This is an optimization exercise on Yosys and OpenROAD, whose aim is small area, not a production implementation.
At most, simulation tests tie the RTL to the original design; equivalence was not proved.
Power and IR drop assume default switching activity.

## rev 12
==> flow/design.v (excerpt) <==
module inv16_core (
    input  wire         clk,
    input  wire         rst,           
    input  wire         start,
    input  wire [15:0]  nsteps,
    output wire         busy,
    input  wire         hw_we,
    input  wire [4:0]   hw_sel,
    input  wire [15:0]  hw_data,
    output wire [255:0] regs,
    output wire [15:0]  pc_o,
    output wire         dir_o,
    output wire [1:0]   err_o,
    output wire         halted_o,
    output wire         brk_o,
    output wire         mem_req,
    output wire         mem_we,
    output wire [15:0]  mem_addr,
    output wire [15:0]  mem_wdata,
    input  wire         mem_ack,
    input  wire [15:0]  mem_rdata
);
    reg [15:0] x [0:15];
    reg [15:0] pc, steps, ir, P, Q;
    reg        dir, halted, brk_hit, m, ph;
    reg [1:0]  err;
    reg [3:0]  st, cnt;
    genvar gi;
    wire [255:0] xflat;
    generate
        for (gi = 0; gi < 16; gi = gi + 1) begin : g_regs
            assign xflat[16*gi +: 16] = x[gi];
        end
    endgenerate
    assign regs      = xflat;
    assign busy      = (st != 4'd0);
    assign pc_o      = pc;
    assign dir_o     = dir;
    assign err_o     = err;
    assign halted_o  = halted;
    assign brk_o     = brk_hit;
    assign mem_addr  = Q;
    assign mem_wdata = P;
    wire [3:0] op = ir[7:4];
    wire [3:0] fa = ir[3:0];
    wire [3:0] fb = ir[15:12];
    wire [3:0] fc = ir[11:8];
    wire        rx, rpc, rsteps, rns, rhw, rrd, rimm;
    wire [1:0]  rf, wf, asel;
    wire        xp, xq, xi, bm1, bmq, binv, cin, qen, qld;
    wire [2:0]  kv;
    wire        wx, wpc, wsteps, ldir, lerr, sbrk, cbrk, shalt, mset;
    wire [1:0]  errv;
    wire [3:0]  nst;
    wire        wz, sbit, qbit, cout, pk1, sen;
    wire [15:0] R, W;
    wire [16:0] SUM;
    inv16_ctl u_ctl (
        .st(st), .op(op), .fa(fa), .fb(fb), .fc3(fc[3]),
        .start(start), .hw_we(hw_we), .hw_sel(hw_sel), .hwd(hw_data[1:0]),
        .err(err), .halted(halted), .brk_hit(brk_hit), .dir(dir),
        .wz(wz), .mem_ack(mem_ack), .r0(R[0]), .m(m), .cnt(cnt), .ph(ph),
        .qbit(qbit), .pk1(pk1),
  ...
==> module inv16_alu, before the edit <==
module inv16_alu (
    input  wire [15:0] P, R,
    input  wire        a0,
    input  wire [1:0]  asel,
    input  wire [2:0]  kv,
    input  wire        bm, binv, cin,
    output wire [16:0] SUM
);
    wire [15:0] K = {{14{kv[2]}}, kv[1], kv[0]};
    reg  [15:0] A;
    always @(*) begin
        case (asel)
            2'd0:    A = 16'h0000;
            2'd1:    A = P;
            2'd2:    A = {P[14:0], a0};
            default: A = K;
        endcase
    end
    wire [15:0] B = (R & {16{bm}}) ^ {16{binv}};
    wire [8:0]  c;
    wire [8:0]  c0, c1;
    wire [7:0]  s0, s1;
    assign c[0]  = cin;
    assign c0[0] = 1'b0;
    assign c1[0] = 1'b1;
    genvar g;
    generate
        for (g = 0; g < 8; g = g + 1) begin : g_lo
            assign SUM[g]  = A[g] ^ B[g] ^ c[g];
            assign c[g+1]  = (A[g] & B[g]) | (c[g] & (A[g] ^ B[g]));
        end
        for (g = 0; g < 8; g = g + 1) begin : g_hi
            assign s0[g]    = A[g+8] ^ B[g+8] ^ c0[g];
            assign c0[g+1]  = (A[g+8] & B[g+8]) | (c0[g] & (A[g+8] ^ B[g+8]));
            assign s1[g]    = A[g+8] ^ B[g+8] ^ c1[g];
            assign c1[g+1]  = (A[g+8] & B[g+8]) | (c1[g] & (A[g+8] ^ B[g+8]));
        end
    endgenerate
    assign SUM[15:8] = c[8] ? s1 : s0;
    assign SUM[16]   = c[8] ? c1[8] : c0[8];
endmodule
==> flow/config.mk <==
export PLATFORM = sky130hd
export DESIGN_NAME = inv16_core
export DESIGN_NICKNAME = inv16_core
export VERILOG_FILES = /design/flow/design.v
export SDC_FILE = /design/flow/constraint.sdc
export NUM_CORES = 4
export LEC_CHECK = 0
export CAP_MARGIN = 20
export CORE_MARGIN = 2
export CORE_UTILIZATION = 40
export GPL_TIMING_DRIVEN = 0
export SLEW_MARGIN = 20
==> flow/constraint.sdc <==
create_clock -name core_clock -period 11.0 [get_ports {clk}]
set_input_delay 2.2000 -clock core_clock [delete_from_list [all_inputs] [get_ports {clk}]]
set_output_delay 2.2000 -clock core_clock [all_outputs]
set_load 0.01 [all_outputs]
standard.sh (not shown) runs the stock make flow with config.mk's settings and CLKGATE_MAP_FILE= SYNTH_SCRIPT=/design/flow/synth_recipe.tcl, a recipe that flattens the netlist after the stock synthesis.
==> flow/flow/run.sh <==
#!/bin/bash
# Layout: the standard flow (standard.sh) unchanged, except that the
# buffer put on every input and output port is the platform's smallest
# buffer cell instead of the one buffer_ports picks by default.
set -euo pipefail
export BUFFER_PORTS_ARGS="-buffer_cell sky130_fd_sc_hd__buf_1"
bash standard.sh > standard.log 2>&1
Setup changes, rev 12 to rev 13
--- a/flow/design.v
+++ b/flow/design.v
@@ -472,24 +472,4 @@
     end
     wire [15:0] B = (R & {16{bm}}) ^ {16{binv}};
-    wire [8:0]  c;
-    wire [8:0]  c0, c1;
-    wire [7:0]  s0, s1;
-    assign c[0]  = cin;
-    assign c0[0] = 1'b0;
-    assign c1[0] = 1'b1;
-    genvar g;
-    generate
-        for (g = 0; g < 8; g = g + 1) begin : g_lo
-            assign SUM[g]  = A[g] ^ B[g] ^ c[g];
-            assign c[g+1]  = (A[g] & B[g]) | (c[g] & (A[g] ^ B[g]));
-        end
-        for (g = 0; g < 8; g = g + 1) begin : g_hi
-            assign s0[g]    = A[g+8] ^ B[g+8] ^ c0[g];
-            assign c0[g+1]  = (A[g+8] & B[g+8]) | (c0[g] & (A[g+8] ^ B[g+8]));
-            assign s1[g]    = A[g+8] ^ B[g+8] ^ c1[g];
-            assign c1[g+1]  = (A[g+8] & B[g+8]) | (c1[g] & (A[g+8] ^ B[g+8]));
-        end
-    endgenerate
-    assign SUM[15:8] = c[8] ? s1 : s0;
-    assign SUM[16]   = c[8] ? c1[8] : c0[8];
+    assign SUM = {1'b0, A} + {1'b0, B} + {16'd0, cin};
 endmodule
Results
Rev 13 vs rev 12: die area down slightly. Higher synthesis-to-layout area growth was reported by rev 12, not rev 13. Row detail-routed net length per standard cell: rev 13 lower / rev 12 higher. DRC marker count from the first detailed-route iteration: rev 13 vs rev 12 down 26%. Compared to rev 12, the router laid down less metal wire for rev 13. Taking rev 12 as the reference, in rev 13 net switching share of the total power moved down; number of signal-net buffers in the layout went down about 19%. Of rev 13 and rev 12, the run reporting the higher horizontal extent of the die was rev 12. Diff rev 12 -> rev 13: met3 track demand over resource decreased by 3.9 points relative to the old numbers, area after synthesis fell by 1.7%. Final area sits lower in rev 13 than in rev 12.
No functional check of the RTL was part of rev 12.

========
inv16_core with an RTL version that a note above also has.
Size in the first run: ~1400 cells after synthesis, about 370 I/O pins, ~17000 um^2 of cells after synthesis.
==> module inv16_alu, before the edit <==
module inv16_alu (
    input  wire [15:0] P, R,
    input  wire        a0,
    input  wire [1:0]  asel,
    input  wire [2:0]  kv,
    input  wire        bm, binv, cin,
    output wire [16:0] SUM
);
    wire [15:0] K = {{14{kv[2]}}, kv[1], kv[0]};
    reg  [15:0] A;
    always @(*) begin
        case (asel)
            2'd0:    A = 16'h0000;
            2'd1:    A = P;
            2'd2:    A = {P[14:0], a0};
            default: A = K;
        endcase
    end
    wire [15:0] B = (R & {16{bm}}) ^ {16{binv}};
    assign SUM = {1'b0, A} + {1'b0, B} + {16'd0, cin};
endmodule
==> flow/config.mk <==
export PLATFORM = sky130hd
export DESIGN_NAME = inv16_core
export DESIGN_NICKNAME = inv16_core
export VERILOG_FILES = /design/flow/design.v
export SDC_FILE = /design/flow/constraint.sdc
export NUM_CORES = 4
export LEC_CHECK = 0
export CAP_MARGIN = 20
export CORE_MARGIN = 2
export CORE_UTILIZATION = 40
export SLEW_MARGIN = 20
==> flow/constraint.sdc <==
create_clock -name core_clock -period 11.0 [get_ports {clk}]
set_input_delay 2.2000 -clock core_clock [delete_from_list [all_inputs] [get_ports {clk}]]
set_output_delay 2.2000 -clock core_clock [all_outputs]
set_load 0.01 [all_outputs]
Scripts as last shown in full above: flow/flow/run.sh
Change:
--- a/flow/design.v
+++ b/flow/design.v
@@ -469,7 +469,27 @@
             2'd2:    A = {P[14:0], a0};
             default: A = K;
         endcase
     end
     wire [15:0] B = (R & {16{bm}}) ^ {16{binv}};
-    assign SUM = {1'b0, A} + {1'b0, B} + {16'd0, cin};
+    wire [8:0]  c;
+    wire [8:0]  c0, c1;
+    wire [7:0]  s0, s1;
+    assign c[0]  = cin;
+    assign c0[0] = 1'b0;
+    assign c1[0] = 1'b1;
+    genvar g;
+    generate
+        for (g = 0; g < 8; g = g + 1) begin : g_lo
+            assign SUM[g]  = A[g] ^ B[g] ^ c[g];
+            assign c[g+1]  = (A[g] & B[g]) | (c[g] & (A[g] ^ B[g]));
+        end
+        for (g = 0; g < 8; g = g + 1) begin : g_hi
+            assign s0[g]    = A[g+8] ^ B[g+8] ^ c0[g];
+            assign c0[g+1]  = (A[g+8] & B[g+8]) | (c0[g] & (A[g+8] ^ B[g+8]));
+            assign s1[g]    = A[g+8] ^ B[g+8] ^ c1[g];
+            assign c1[g+1]  = (A[g+8] & B[g+8]) | (c1[g] & (A[g+8] ^ B[g+8]));
+        end
+    endgenerate
+    assign SUM[15:8] = c[8] ? s1 : s0;
+    assign SUM[16]   = c[8] ? c1[8] : c0[8];
 endmodule
Outcome: The changed run went through all stages and came out clean. Power increases by about a fifth. Maximum frequency decreases by a few percent. Worst hold slack gets worse by 27 ps. Sequential share of layout area is lower by 3.9 points. Sequential power climbs by a few percent. Synthesized cell count increases by a few percent. Final cell count increases by a little under a tenth. Setup slack got worse by 640 ps. Critical path depth rose by 4. Routed wire length went up by about a fifth. Non-clock buffer count went up by 156. Synthesized area grows slightly. Die area grows slightly. Via count rises by a little under a tenth.
For the second run of this note, only the layout was checked, not whether the RTL still works.

========
the reference run:
inv16_core, a different RTL version from the one above (not shown whole).
Size in the first run: about 1,200 cells after synthesis, about 350 flip-flops, about 370 I/O pins, about 16,000 um^2 of cells after synthesis.
==> module inv16_alu, before the edit <==
module inv16_alu (
    input  wire [15:0] P, R,
    input  wire        a0,
    input  wire [1:0]  asel,
    input  wire [2:0]  kv,
    input  wire        bm, binv, cin,
    output wire [16:0] SUM
);
    wire [15:0] K = {{14{kv[2]}}, kv[1], kv[0]};
    wire        sp = !asel[1];
    wire        ss = asel == 2'd2;
    wire        sk = asel == 2'd3;
    wire [15:0] Ps = {P[14:0], a0};
    wire [15:0] An;
    genvar j;
    generate
        for (j = 0; j < 16; j = j + 1) begin : g_a
            inv16_aoi222 u (.a0(P[j]), .s0(sp), .a1(Ps[j]), .s1(ss),
                            .a2(K[j]), .s2(sk), .y(An[j]));
        end
    endgenerate
    wire [15:0] A = ~An;
    wire [15:0] B = (R & {16{bm}}) ^ {16{binv}};
    assign SUM = {1'b0, A} + {1'b0, B} + {16'd0, cin};
endmodule
export LEC_CHECK = 0
export CAP_MARGIN = 20
export CORE_MARGIN = 2
export CORE_UTILIZATION = 60
export SLEW_MARGIN = 20
export SYNTH_HIERARCHICAL = 1
export SYNTH_MINIMUM_KEEP_SIZE = 0
create_clock -name core_clock -period 11.0 [get_ports {clk}]
==> flow/flow/run.sh <==
#!/bin/bash
# Layout: the standard flow (standard.sh) unchanged, except that the
# buffer put on every input and output port is the platform's smallest
# buffer cell instead of the one buffer_ports picks by default, and that
# clock tree synthesis adds no dummy loads.
set -euo pipefail
export BUFFER_PORTS_ARGS="-buffer_cell sky130_fd_sc_hd__buf_1"
export CTS_ARGS="-sink_clustering_enable -repair_clock_nets -dont_use_dummy_load -sink_clustering_size 16 -sink_clustering_max_diameter 60 -buf_list sky130_fd_sc_hd__clkbuf_8"
bash standard.sh > standard.log 2>&1
The reference run: no failed stages, no open violations at the end
Relative to the reference run, the following input files were edited for the trial run:
--- a/flow/design.v
+++ b/flow/design.v
@@ -503,22 +503,17 @@
     input  wire [1:0]  asel,
     input  wire [2:0]  kv,
     input  wire        bm, binv, cin,
     output wire [16:0] SUM
 );
     wire [15:0] K = {{14{kv[2]}}, kv[1], kv[0]};
-    wire        sp = !asel[1];
-    wire        ss = asel == 2'd2;
-    wire        sk = asel == 2'd3;
-    wire [15:0] Ps = {P[14:0], a0};
-    wire [15:0] An;
-    genvar j;
-    generate
-        for (j = 0; j < 16; j = j + 1) begin : g_a
-            inv16_aoi222 u (.a0(P[j]), .s0(sp), .a1(Ps[j]), .s1(ss),
-                            .a2(K[j]), .s2(sk), .y(An[j]));
-        end
-    endgenerate
-    wire [15:0] A = ~An;
+    reg  [15:0] A;
+    always @(*) begin
+        case (asel)
+            2'd2:    A = {P[14:0], a0};
+            2'd3:    A = K;
+            default: A = P;
+        endcase
+    end
     wire [15:0] B = (R & {16{bm}}) ^ {16{binv}};
     assign SUM = {1'b0, A} + {1'b0, B} + {16'd0, cin};
 endmodule
[summary]
- Wire length on met3 ended up about 7% higher on the trial run than on the reference run.
- [compare] base=the reference run new=the trial run: share of total power consumed by net switching higher, part of the total power dissipated in sequential elements lower, setup slack of the critical path after layout higher, met2 layer wire length in the routed design higher, number of buffers added by the clock tree synthesis step higher.
- Diff the reference run and the trial run: multiplexer area fraction after synthesis lower in the reference run
No functional check of the RTL was part of the trial run.

========
inv16_core, a different RTL version from the one above (not shown whole).
Size in the first run: about 370 I/O pins, ~17,000 um2 of cells after synthesis.
Design inv16_core, start of the top module:
module inv16_core (
    input  wire         clk,
    input  wire         rst,           
    input  wire         start,
    input  wire [15:0]  nsteps,
    output wire         busy,
    input  wire         hw_we,
    input  wire [4:0]   hw_sel,
    input  wire [15:0]  hw_data,
    output wire [255:0] regs,
    output wire [15:0]  pc_o,
    output wire         dir_o,
    output wire [1:0]   err_o,
    output wire         halted_o,
    output wire         brk_o,
    output wire         mem_req,
    output wire         mem_we,
    output wire [15:0]  mem_addr,
    output wire [15:0]  mem_wdata,
    input  wire         mem_ack,
    input  wire [15:0]  mem_rdata
);
export LEC_CHECK = 0
export CAP_MARGIN = 20
export CORE_MARGIN = 2
export CORE_UTILIZATION = 60
export SLEW_MARGIN = 20
export SYNTH_HIERARCHICAL = 1
export SYNTH_MINIMUM_KEEP_SIZE = 0
create_clock -name core_clock -period 11.0 [get_ports {clk}]
Scripts as last shown in full above: flow/flow/run.sh
Change:
--- a/flow/design.v
+++ b/flow/design.v
@@ -92,31 +92,31 @@
         .P(P), .R(R), .a0(Q[15] && op == 4'h9), .asel(asel), .kv(kv),
         .bm(bm1 | (bmq & Q[15])), .binv(binv), .cin(cin), .SUM(SUM)
     );
     assign cout = SUM[16];
     integer i;
     always @(posedge clk) begin
         for (i = 0; i < 16; i = i + 1)
             if (rst || woh[i]) x[i] <= W;
         if (rst || wpc) pc <= W;
         if (wsteps) steps <= W;
-        if (st == 4'd11) ir <= mem_rdata;
+        if (st == 4'd2) ir <= mem_rdata;
         P <= {SUM[15:1], SUM[0] | (sbit && sen)};
         if (qen) Q <= qld ? W : {Q[14:0], qbit};
     end
     wire two = (op == 4'hD);
-    assign sen = (st == 4'd8) && !(two && ph);
+    assign sen = (st == 4'd9) && !(two && ph);
     always @(posedge clk) begin
         st  <= rst ? 4'd0 : nst;
-        cnt <= (st == 4'd8) ? ((two && !ph) ? cnt : cnt - 4'd1) : 4'd15;
-        ph  <= (st == 4'd8 && two) ? ~ph : 1'b0;
-        if (mset) m <= (st == 4'd8) ? (P[15] ^ cout ^ ~m) : cout;
+        cnt <= (st == 4'd9) ? ((two && !ph) ? cnt : cnt - 4'd1) : 4'd15;
+        ph  <= (st == 4'd9 && two) ? ~ph : 1'b0;
+        if (mset) m <= (st == 4'd9) ? (P[15] ^ cout ^ ~m) : cout;
         if (rst) begin
             dir     <= 1'b0;
             err     <= 2'd0;
             halted  <= 1'b0;
             brk_hit <= 1'b0;
         end else begin
             if (ldir) dir <= hw_data[0];
             if (lerr) err <= errv;
             if (cbrk) brk_hit <= 1'b0;
             if (sbrk) brk_hit <= 1'b1;
@@ -143,36 +143,24 @@
     output reg  [2:0] kv,
     output reg        bm1, bmq, binv, cin,  qen, qld,
     output reg        wx,
     output reg  [1:0] wf,
     output reg        wpc, wsteps, req, wreq,
     output reg  [3:0] nst,
     output reg        ldir, lerr,
     output reg  [1:0] errv,
     output reg        sbrk, cbrk, shalt, mset
 );
-    localparam S_IDLE = 4'd0;
-    localparam S_PCQ = 4'd15;
-    localparam S_FETCH = 4'd11;
-    localparam S_E0 = 4'd1;
-    localparam S_E1 = 4'd14;
-    localparam S_E2 = 4'd7;
-    localparam S_E3 = 4'd6;
-    localparam S_E4 = 4'd4;
-    localparam S_E5 = 4'd9;
-    localparam S_IT = 4'd8;
-    localparam S_WB = 4'd12;
-    localparam S_WB2 = 4'd5;
-    localparam S_BK1 = 4'd2;
-    localparam S_BK2 = 4'd13;
-    localparam S_BK3 = 4'd10;
-    localparam S_BK4 = 4'd3;
+    localparam S_IDLE = 4'd0,  S_PCQ = 4'd1,  S_FETCH = 4'd2, S_E0 = 4'd3;
+    localparam S_E1   = 4'd4,  S_E2  = 4'd5,  S_E3    = 4'd6, S_E4 = 4'd7;
+    localparam S_E5   = 4'd8,  S_IT  = 4'd9,  S_WB    = 4'd10, S_WB2 = 4'd11;
+    localparam S_BK1  = 4'd12, S_BK2 = 4'd13, S_BK3   = 4'd14, S_BK4 = 4'd15;
     localparam OP_ADD = 4'h0, OP_SUB = 4'h1, OP_ROR = 4'h2, OP_ROL = 4'h3;
     localparam OP_SHR = 4'h4, OP_SHL = 4'h5, OP_AND = 4'h6, OP_ORA = 4'h7;
     localparam OP_MUL = 4'h8, OP_DIV = 4'h9, OP_CMP = 4'hA, OP_JEQ = 4'hB;
     localparam OP_XRI = 4'hC, OP_SRR = 4'hD, OP_SRM = 4'hE, OP_BRK = 4'hF;
     localparam F_A = 2'd0, F_B = 2'd1, F_C = 2'd2, F_H = 2'd3;
     localparam A_P = 2'd1, A_SH = 2'd2, A_K = 2'd3;
     wire last = (cnt == 4'd0);
     wire two  = (op == OP_SRR);
     always @(*) begin
         rx = 1'b0; rf = F_A; rpc = 1'b0; rsteps = 1'b0; rns = 1'b0; rhw = 1'b0;
What happened:
- global-route usage drops by 2.0 points
- utilization decreases by 0.22 points
- total power shrinks by 8.5%
- final cell count falls by 0.38%
- die area rose by 1.7%
Function not checked in the second run of this note: the RTL went through the layout flow alone.

static timing again, ports no longer ideal:
How much do the figures lean on ideal ports? The routed layouts below were timed once more, with nothing changed but the port constraints. Step 1, drivers: a clkbuf_16 drives clk and a buf_2 each remaining input, both assumed. Step 2 times the ports against the registers' clock, not the clock port: input delays grow and output delays shrink by t, the midpoint of the rising clock arrivals with the driver on. Three values: no drivers, after step 1, after step 2; two values: the first two.
| run | t (ns) | setup WS [ns] | worst setup path at the end | latest minus earliest clock arrival (ns) |
|---|---|---|---|---|
| rev 12 | 0.629 | 0.155 / 0.155 / -0.293 | input to register | 0.028 / 0.028 |
| rev 13 | 0.621 | 0.404 / 0.404 / 0.404 | register to register | 0.040 / 0.039 |
| the first run of note 2 | 0.617 | 0.825 / 0.825 / 0.825 | register to register | 0.031 / 0.031 |
| the second run of note 2 | 0.623 | 0.184 / 0.184 / -0.126 | input to register | 0.023 / 0.023 |
| the reference run | 0.652 | 0.497 / 0.497 / 0.497 | register to register | 0.116 / 0.116 |
| the trial run | 0.583 | 1.136 / 1.136 / 1.136 | register to register | 0.118 / 0.117 |
| the first run of note 4 | 0.649 | 1.190 / 1.190 / 1.190 | register to register | 0.053 / 0.053 |
| the second run of note 4 | 0.641 | 1.002 / 1.002 / 0.947 | input to register | 0.054 / 0.055 |
Met with ideal ports but missed after step 2: setup timing in rev 12 and the second run of note 2. The setup slack of rev 12, which loses most, moves by 0.000 ns with the drivers and by -0.448 ns with both steps.
